Context: an optimization exercise on an open-source flow, tuned for small area, a short achievable clock period and few clock cycles per item. The choices shown serve that exercise and are no tape-out recipe.
RTL that was checked went through simulation tests only; none was proved equivalent to the original.
No activity file was given, so power comes from the tool's default toggle rates.

// ccsds_demux
module ccsds_demux (
    input  wire        clk,
    input  wire        rst,            
    input  wire [10:0] cfg_frame_len,  
    input  wire [5:0]  cfg_shl,        
    input  wire        cfg_has_ocf,    
    input  wire        cfg_has_fecf,   
    input  wire        in_valid,
    output wire        in_ready,
    input  wire [7:0]  in_data,
    output reg         out_valid,
    input  wire        out_ready,
    output reg  [7:0]  out_data,
    output wire [2:0]  out_vc,
    output reg         out_sop,        
    output reg         out_eop,        
    output reg         out_close,      
    output reg         out_idle        
);
Size: roughly 730 cells after synthesis, about 230 flip-flops, roughly 48 I/O pins, roughly 7900 um^2 of cells after synthesis.
==> module ccsds_demux, before the edit <==
module ccsds_demux (
    input  wire        clk,
    input  wire        rst,            
    input  wire [10:0] cfg_frame_len,  
    input  wire [5:0]  cfg_shl,        
    input  wire        cfg_has_ocf,    
    input  wire        cfg_has_fecf,   
    input  wire        in_valid,
    output wire        in_ready,
    input  wire [7:0]  in_data,
    output reg         out_valid,
    input  wire        out_ready,
    output reg  [7:0]  out_data,
    output wire [2:0]  out_vc,
    output reg         out_sop,        
    output reg         out_eop,        
    output reg         out_close,      
    output reg         out_idle        
);
    localparam [1:0] PH_P = 2'd0, PH_S = 2'd1, PH_D = 2'd2, PH_T = 2'd3;
    reg        skid_v;
    reg  [7:0] skid_d;
    assign in_ready = !skid_v;
    wire       avail = skid_v | in_valid;
    wire [7:0] b     = skid_v ? skid_d : in_data;
    reg ocf_r, fecf_r;
    reg  [1:0]  ph;
    reg  [5:0]  hc;       
    reg  [10:0] fc;       
    reg  [10:0] ccnt;     
    reg         fidle, fnost, past;
    reg  [2:0]  cur_vc;   
    reg  [2:0]  new_vc;   
    assign out_vc = cur_vc;
    reg         wcmp, widl;
    reg  [15:0] wr;
    reg  [20:0] rg [0:6];
    wire        is_P = (ph == PH_P);
    wire        is_S = (ph == PH_S);
    wire        is_D = (ph == PH_D);
    wire        is_T = (ph == PH_T);
    wire [10:0] ftl2 = 11'd2 + (ocf_r ? 11'd4 : 11'd0) + (fecf_r ? 11'd2 : 11'd0);
    wire        last_data = (fc == ftl2);
    wire        last_byte = (fc == 11'd2);
    wire        ftl_z = !ocf_r && !fecf_r;
    wire        wok    = (cur_vc == new_vc) || fidle;
    wire        stall  = (out_valid && !out_ready) || (is_D && !wok);
    wire        fire   = avail && !stall;
    wire        data_byte = is_D && !fidle;
    wire        cz    = (ccnt == 11'd0);
    wire        c1    = (ccnt == 11'd1);
    wire        h1    = !wcmp && wr[1];
    wire        s_open = wcmp || wr[0];
    wire        cont  = fnost || !cz;
    wire        take_cont = cont && s_open;
    wire        take_emit = !cont;
    wire        is_pkt    = take_cont || take_emit;
    wire        new_pkt   = take_emit && (!s_open || !past);
    wire        do_close  = new_pkt && s_open;
    wire        last_cont = last_data || (!fnost && c1);
    wire        ncmp      = wcmp || wr[5];
    wire        forced_end = take_cont && last_cont && (!fnost || !ncmp);
    wire        len_end   = !new_pkt && wcmp && (wr == 16'd0);
    wire        end_pkt   = len_end || forced_end;
    wire        bff       = (b == 8'hFF);
    wire        idle_o    = widl && (h1 ? (!do_close && bff) : 1'b1);
    wire        step = fire && data_byte && is_pkt;
    wire [15:0] wdec = wr - 16'd1;
    wire        swap = (rg[6][20:18] == new_vc) && !out_valid;
    integer i;
    always @(posedge clk) begin
        ocf_r  <= cfg_has_ocf;
        fecf_r <= cfg_has_fecf;
        for (i = 1; i < 7; i = i + 1)
            rg[i] <= rg[i-1];
        rg[0] <= swap ? {cur_vc, wcmp, widl, wr} : rg[6];
        if (rst) begin
            skid_v    <= 1'b0;
            out_valid <= 1'b0;
            ph        <= PH_P;
            hc        <= 6'd5;
            cur_vc    <= 3'd0;
            new_vc    <= 3'd0;
            wcmp      <= 1'b0;
            wr[0]     <= 1'b0;
            for (i = 0; i < 7; i = i + 1) begin
                rg[i][20:18] <= i + 1;
                rg[i][17]    <= 1'b0;
                rg[i][0]     <= 1'b0;
            end
        end else begin
            if (skid_v) begin
                if (!stall) skid_v <= 1'b0;
            end else if (in_valid && stall) begin
                skid_v <= 1'b1;
            end
            if (fire)
                out_valid <= data_byte && is_pkt;
            else if (out_ready)
                out_valid <= 1'b0;
            if (swap) begin
                cur_vc <= new_vc;
                {wcmp, widl, wr} <= rg[6][17:0];
            end else if (step) begin
                if (end_pkt || new_pkt)
                    wcmp <= 1'b0;
                else if (wr[5])
                    wcmp <= 1'b1;
                if (end_pkt)
                    wr[0] <= 1'b0;
                else if (new_pkt)
                    wr[0] <= 1'b1;
                else if (wcmp)
                    wr[0] <= wdec[0];
                else if (wr[5])
                    wr[0] <= b[0];
                if (new_pkt)
                    wr[5:1] <= 5'b00001;
                else if (wcmp)
                    wr[5:1] <= wdec[5:1];
                else if (wr[5])
                    wr[5:1] <= b[5:1];
                else
                    wr[5:1] <= {wr[4:1], 1'b0};
                if (wcmp)
                    wr[7:6] <= wdec[7:6];
                else if (wr[5])
                    wr[7:6] <= b[7:6];
                if (wcmp)
                    wr[15:8] <= wdec[15:8];
                else if (wr[4])
                    wr[15:8] <= b;
                if (new_pkt)
                    widl <= (b[2:0] == 3'd7);
                else if (!wcmp && wr[1])
                    widl <= widl && bff;
            end
            if (fire) begin
                fc <= fc - 11'd1;
                case (ph)
                PH_P: begin
                    hc <= hc - 6'd1;
                    if (hc == 6'd5) fc <= cfg_frame_len;
                    if (hc == 6'd4) new_vc <= b[3:1];
                    if (hc != 6'd0) ccnt[10:8] <= b[2:0];
                    ccnt[7:0] <= b;
                    fidle <= ({ccnt[10:8], b} == 11'h7FE);
                    fnost <= ({ccnt[10:8], b} == 11'h7FF);
                    past  <= 1'b0;
                    if (hc == 6'd0) begin
                        hc    <= cfg_shl;
                        ph    <= (cfg_shl != 6'd0) ? PH_S : PH_D;
                    end
                end
                PH_S: begin
                    hc <= hc - 6'd1;
                    if (hc == 6'd1) ph <= PH_D;
                end
                PH_D: begin
                    hc <= 6'd5;
                    if (!cz) ccnt <= ccnt - 11'd1;
                    if (data_byte && take_emit) past <= 1'b1;
                    if (last_data) ph <= ftl_z ? PH_P : PH_T;
                end
                PH_T: begin
                    hc <= 6'd5;
                    if (last_byte) ph <= PH_P;
                end
                endcase
            end
        end
        if (!skid_v) skid_d <= in_data;
        if (fire) begin
            out_data  <= b;
            out_sop   <= new_pkt;
            out_eop   <= end_pkt;
            out_close <= do_close;
            out_idle  <= idle_o;
        end
    end
endmodule
clock: 10.0 ns
lec_check: 0
cap_margin: 40
core_margin: 2
core_utilization: 70
cts_cluster_diameter: 80
cts_cluster_size: 25
place_density: 0.8
slew_margin: 30
tns_end_percent: 2
standard.sh (not shown) runs the stock make flow with config.mk's settings and CLKGATE_MAP_FILE= SYNTH_SCRIPT=/design/flow/synth_recipe.tcl, a recipe that flattens the netlist after the stock synthesis.
==> flow/flow/run.sh <==
#!/bin/bash
# Standard ORFS layout; timing repair aimed at a tighter setup margin and
# port buffers of the smallest buffer cell (resized later by repair).
set -euo pipefail
bash standard.sh SETUP_SLACK_MARGIN=7 "BUFFER_PORTS_ARGS=-buffer_cell sky130_fd_sc_hd__buf_1" finish > flow_make.log 2>&1
The first run completed with no timing, DRC or antenna violations.
Testbench counts at the start, summed over its fixed seeds: cycles 197,997, bytes 197,840.
Edit:
--- a/flow/design.v
+++ b/flow/design.v
@@ -143,10 +143,10 @@
                     if (hc == 6'd5) fc <= cfg_frame_len;
                     if (hc == 6'd4) new_vc <= b[3:1];
-                    if (hc != 6'd0) ccnt[10:8] <= b[2:0];
-                    ccnt[7:0] <= b;
-                    fidle <= ({ccnt[10:8], b} == 11'h7FE);
-                    fnost <= ({ccnt[10:8], b} == 11'h7FF);
-                    past  <= 1'b0;
+                    if (hc == 6'd1) ccnt[10:8] <= b[2:0];
                     if (hc == 6'd0) begin
+                        ccnt[7:0] <= b;
+                        fidle <= ({ccnt[10:8], b} == 11'h7FE);
+                        fnost <= ({ccnt[10:8], b} == 11'h7FF);
+                        past  <= 1'b0;
                         hc    <= cfg_shl;
                         ph    <= (cfg_shl != 6'd0) ? PH_S : PH_D;
Outcome: The new run completed without violations. First-iteration DRC count drops by about 21%. Utilization climbs by 0.95 points. Fmax drops by 0.62%. Cell area climbs by 1.2%. Critical path depth climbs by 8. Clock-buffer cell count is unchanged. Worst hold slack is about the same. Worst setup slack degrades by 0.019 ns.
Testbench counts after the change, summed over its fixed seeds: cycles 197,997, bytes 197,840.

---

## job 5732
Another version of the RTL of ccsds_demux (not shown whole).
For scale: about 230 flip-flops, ~8100 sq um of cells after synthesis.
==> module ccsds_demux, before the edit <==
module ccsds_demux (
    input  wire        clk,
    input  wire        rst,            
    input  wire [10:0] cfg_frame_len,  
    input  wire [5:0]  cfg_shl,        
    input  wire        cfg_has_ocf,    
    input  wire        cfg_has_fecf,   
    input  wire        in_valid,
    output wire        in_ready,
    input  wire [7:0]  in_data,
    output reg         out_valid,
    input  wire        out_ready,
    output reg  [7:0]  out_data,
    output wire [2:0]  out_vc,
    output reg         out_sop,        
    output reg         out_eop,        
    output reg         out_close,      
    output reg         out_idle        
);
    localparam [1:0] PH_P = 2'd0, PH_S = 2'd1, PH_D = 2'd2, PH_T = 2'd3;
    reg        skid_v;
    reg  [7:0] skid_d;
    assign in_ready = !skid_v;
    wire       avail = skid_v | in_valid;
    wire [7:0] b     = skid_v ? skid_d : in_data;
    reg ocf_r, fecf_r;
    reg  [1:0]  ph;
    reg  [5:0]  hc;       
    reg  [10:0] fc;       
    reg  [10:0] ccnt;     
    reg         fidle, fnost, past;
    reg  [2:0]  cur_vc;   
    reg  [2:0]  new_vc;   
    assign out_vc = cur_vc;
    reg         wcmp, widl;
    reg  [15:0] wr;
    reg  [20:0] rg [0:6];
    wire        is_P = (ph == PH_P);
    wire        is_S = (ph == PH_S);
    wire        is_D = (ph == PH_D);
    wire        is_T = (ph == PH_T);
    wire [10:0] ftl2 = 11'd2 + (ocf_r ? 11'd4 : 11'd0) + (fecf_r ? 11'd2 : 11'd0);
    wire        last_data = (fc == ftl2);
    wire        last_byte = (fc == 11'd2);
    wire        ftl_z = !ocf_r && !fecf_r;
    wire        swwait = is_D && !fidle && (cur_vc != new_vc);
    wire        fire;
    ccsds_demux_fire u_fire (
        .skid_v(skid_v), .in_valid(in_valid), .out_valid(out_valid),
        .out_ready(out_ready), .swwait(swwait), .fire(fire));
    wire        data_byte = is_D && !fidle;
    wire        cz    = (ccnt == 11'd0);
    wire        c1    = (ccnt == 11'd1);
    wire        h1    = !wcmp && wr[1];
    wire        s_open = wcmp || wr[0];
    wire        cont  = fnost || !cz;
    wire        take_cont = cont && s_open;
    wire        take_emit = !cont;
    wire        is_pkt    = take_cont || take_emit;
    wire        new_pkt   = take_emit && (!s_open || !past);
    wire        do_close  = new_pkt && s_open;
    wire        last_cont = last_data || (!fnost && c1);
    wire        ncmp      = wcmp || wr[5];
    wire        forced_end = take_cont && last_cont && (!fnost || !ncmp);
    wire        len_end   = !new_pkt && wcmp && (wr == 16'd0);
    wire        end_pkt   = len_end || forced_end;
    wire        bff       = (b == 8'hFF);
    wire        idle_o    = widl && (h1 ? (!do_close && bff) : 1'b1);
    wire        step = fire && data_byte && is_pkt;
    wire [15:0] wdec = wr - 16'd1;
    wire        en_w0  = swap || step;
    wire        en_w76 = swap || (step && (wcmp || wr[5]));
    wire        en_whi = swap || (step && (wcmp || wr[4]));
    wire        en_idl = swap || (step && (new_pkt || (!wcmp && wr[1])));
    wire        d_cmp  = swap ? rg[6][17] : (!(end_pkt || new_pkt) && (wr[5] || wcmp));
    wire        d_r0   = swap ? rg[6][0] : end_pkt ? 1'b0 : new_pkt ? 1'b1 :
                         wcmp ? wdec[0] : (wr[5] ? b[0] : 1'b1);
    wire [4:0]  d_r51  = swap ? rg[6][5:1] : new_pkt ? 5'b00001 :
                         wcmp ? wdec[5:1] : (wr[5] ? b[5:1] : {wr[4:1], 1'b0});
    wire [1:0]  d_r76  = swap ? rg[6][7:6] : (wcmp ? wdec[7:6] : b[7:6]);
    wire [7:0]  d_rhi  = swap ? rg[6][15:8] : (wcmp ? wdec[15:8] : b);
    wire        d_idl  = swap ? rg[6][16] : (new_pkt ? (b[2:0] == 3'd7) : (widl && bff));
    wire        swap = (rg[6][20:18] == new_vc) && !out_valid;
    integer i;
    always @(posedge clk) begin
        ocf_r  <= cfg_has_ocf;
        fecf_r <= cfg_has_fecf;
        for (i = 1; i < 7; i = i + 1)
            rg[i] <= rg[i-1];
        rg[0] <= swap ? {cur_vc, wcmp, widl, wr} : rg[6];
        if (rst) begin
            skid_v    <= 1'b0;
            out_valid <= 1'b0;
            ph        <= PH_P;
            hc        <= 6'd5;
            cur_vc    <= 3'd0;
            new_vc    <= 3'd0;
            wcmp      <= 1'b0;
            wr[0]     <= 1'b0;
            for (i = 0; i < 7; i = i + 1) begin
                rg[i][20:18] <= i + 1;
                rg[i][17]    <= 1'b0;
                rg[i][0]     <= 1'b0;
            end
        end else begin
            skid_v <= (skid_v || in_valid) && !fire;
            if (fire)
                out_valid <= data_byte && is_pkt;
            else if (out_ready)
                out_valid <= 1'b0;
            if (swap) cur_vc <= new_vc;
            if (en_w0) begin
                wcmp    <= d_cmp;
                wr[0]   <= d_r0;
                wr[5:1] <= d_r51;
            end
            if (en_w76) wr[7:6]  <= d_r76;
            if (en_whi) wr[15:8] <= d_rhi;
            if (en_idl) widl     <= d_idl;
            if (fire) begin
                fc <= fc - 11'd1;
                case (ph)
                PH_P: begin
                    hc <= hc - 6'd1;
                    if (hc == 6'd5) fc <= cfg_frame_len;
                    if (hc == 6'd4) new_vc <= b[3:1];
                    if (hc == 6'd1) ccnt[10:8] <= b[2:0];
                    if (hc == 6'd0) begin
                        ccnt[7:0] <= b;
                        fidle <= ({ccnt[10:8], b} == 11'h7FE);
                        fnost <= ({ccnt[10:8], b} == 11'h7FF);
                        past  <= 1'b0;
                        hc    <= cfg_shl;
                        ph    <= (cfg_shl != 6'd0) ? PH_S : PH_D;
                    end
                end
                PH_S: begin
                    hc <= hc - 6'd1;
                    if (hc == 6'd1) ph <= PH_D;
                end
                PH_D: begin
                    hc <= 6'd5;
                    if (!cz) ccnt <= ccnt - 11'd1;
                    if (data_byte && take_emit) past <= 1'b1;
                    if (last_data) ph <= ftl_z ? PH_P : PH_T;
                end
                PH_T: begin
                    hc <= 6'd5;
                    if (last_byte) ph <= PH_P;
                end
                endcase
            end
        end
        if (!skid_v) skid_d <= in_data;
        if (fire) begin
            out_data  <= b;
            out_sop   <= new_pkt;
            out_eop   <= end_pkt;
            out_close <= do_close;
            out_idle  <= idle_o;
        end
    end
endmodule
==> flow/config.mk <==
export PLATFORM = sky130hd
export DESIGN_NAME = ccsds_demux
export DESIGN_NICKNAME = ccsds_demux
export VERILOG_FILES = /design/flow/design.v
export SDC_FILE = /design/flow/constraint.sdc
export NUM_CORES = 4
export LEC_CHECK = 0
export CAP_MARGIN = 40
export CORE_MARGIN = 2
export CORE_UTILIZATION = 70
export CTS_CLUSTER_DIAMETER = 80
export CTS_CLUSTER_SIZE = 25
export PLACE_DENSITY = 0.8
export SLEW_MARGIN = 30
export SYNTH_HIERARCHICAL = 1
export SYNTH_MINIMUM_KEEP_SIZE = 0
export TNS_END_PERCENT = 2
==> flow/constraint.sdc <==
create_clock -name core_clock -period 10.0 [get_ports {clk}]
set_input_delay 2.0000 -clock core_clock [delete_from_list [all_inputs] [get_ports {clk}]]
set_output_delay 2.0000 -clock core_clock [all_outputs]
set_load 0.01 [all_outputs]
Scripts as last shown in full above: flow/flow/run.sh
diff inputs: job 5732 => job 230
-- flow/design.v --
<<< job 5732, line 69
    wire        step = fire && data_byte && is_pkt;
    wire [15:0] wdec = wr - 16'd1;
    wire        en_w0  = swap || step;
    wire        en_w76 = swap || (step && (wcmp || wr[5]));
    wire        en_whi = swap || (step && (wcmp || wr[4]));
    wire        en_idl = swap || (step && (new_pkt || (!wcmp && wr[1])));
    wire        d_cmp  = swap ? rg[6][17] : (!(end_pkt || new_pkt) && (wr[5] || wcmp));
    wire        d_r0   = swap ? rg[6][0] : end_pkt ? 1'b0 : new_pkt ? 1'b1 :
>>> job 230, line 69
    wire        step = fire && data_byte && is_pkt;
    wire [15:0] wdec = wr - 16'd1;
    wire        pre_w  = data_byte && is_pkt;
    wire        en_w0, en_w76, en_whi, en_idl;
    ccsds_demux_en #(.N(4)) u_en_w (
        .fire(fire), .force_en({4{swap}}),
        .pre({pre_w,
              pre_w && (wcmp || wr[5]),
              pre_w && (wcmp || wr[4]),
              pre_w && (new_pkt || (!wcmp && wr[1]))}),
        .en({en_w0, en_w76, en_whi, en_idl}));
    wire        d_cmp  = swap ? rg[6][17] : (!(end_pkt || new_pkt) && (wr[5] || wcmp));
    wire        d_r0   = swap ? rg[6][0] : end_pkt ? 1'b0 : new_pkt ? 1'b1 :
<<< job 5732, line 125
                    if (hc == 6'd5) fc <= cfg_frame_len;
                    if (hc == 6'd4) new_vc <= b[3:1];
                    if (hc == 6'd1) ccnt[10:8] <= b[2:0];
                    if (hc == 6'd0) begin
                        ccnt[7:0] <= b;
                        fidle <= ({ccnt[10:8], b} == 11'h7FE);
                        fnost <= ({ccnt[10:8], b} == 11'h7FF);
                        past  <= 1'b0;
                        hc    <= cfg_shl;
                        ph    <= (cfg_shl != 6'd0) ? PH_S : PH_D;
>>> job 230, line 130
                    if (hc == 6'd5) fc <= cfg_frame_len;
                    if (hc == 6'd4) new_vc <= b[3:1];
                    if (hc != 6'd0) ccnt[10:8] <= b[2:0];
                    ccnt[7:0] <= b;
                    fidle <= ({ccnt[10:8], b} == 11'h7FE);
                    fnost <= ({ccnt[10:8], b} == 11'h7FF);
                    past  <= 1'b0;
                    if (hc == 6'd0) begin
                        hc    <= cfg_shl;
                        ph    <= (cfg_shl != 6'd0) ? PH_S : PH_D;
<<< job 5732, line 172
    assign fire = (skid_v || in_valid) && (!out_valid || out_ready) && !swwait;
endmodule
>>> job 230, line 177
    assign fire = (skid_v || in_valid) && (!out_valid || out_ready) && !swwait;
endmodule
module ccsds_demux_en #(parameter N = 1) (
    input  wire         fire,
    input  wire [N-1:0] force_en,
    input  wire [N-1:0] pre,
    output wire [N-1:0] en
);
    assign en = force_en | ({N{fire}} & pre);
endmodule
==> comparison <==
Startpoint-to-endpoint class of the critical path = in2reg: job 5732; startpoint-to-endpoint class of the critical path = reg2out: job 230. Comparing job 230 with job 5732, the global-route met3 utilization came out essentially unchanged. Relative to job 5732, relative contribution of the clock network to total power has decreased by 2.0 points in job 230. Job 230 vs. job 5732: share of the cycle needed by the critical path after routing ~0 delta; combined flip-flop and latch cell area now sits at about the same level; global-route wire length before repair shows an increase of 3.7%; total area of multi-input combinational cells now larger. Job 5732 and job 230 ended up with roughly the same detailed-route DRC error count.
No run of this note included a check of the RTL's function; only the layout flow was run.

-- what the ideal ports hide --
How much do the figures lean on ideal ports? The routed layouts below were timed once more, with nothing changed but the port constraints. Step 1, drivers: a clkbuf_16 drives clk and a buf_2 each remaining input, both assumed. Step 2, shift: input delay + t, output delay - t, t = (earliest + latest rising clock arrival at the registers) / 2. This alone moves slack from input paths to output paths. Three values: ideal ports, drivers, drivers and shift; two values: the first two.
run | t, ns | setup slack, ns | worst slew at a driven data input, ns
the first run of note 1 | 0.496 | 6.942 / 6.899 / 6.503 | 0.04
the second run of note 1 | 0.499 | 6.923 / 6.887 / 6.436 | 0.04
job 5732 | 0.496 | 6.951 / 6.916 / 6.444 | 0.05
job 230 | 0.493 | 6.947 / 6.906 / 6.502 | 0.04
After both steps every run listed still meets setup and hold. The setup slack of job 5732, which loses most, moves by -0.035 ns with the drivers and by -0.507 ns with both steps.
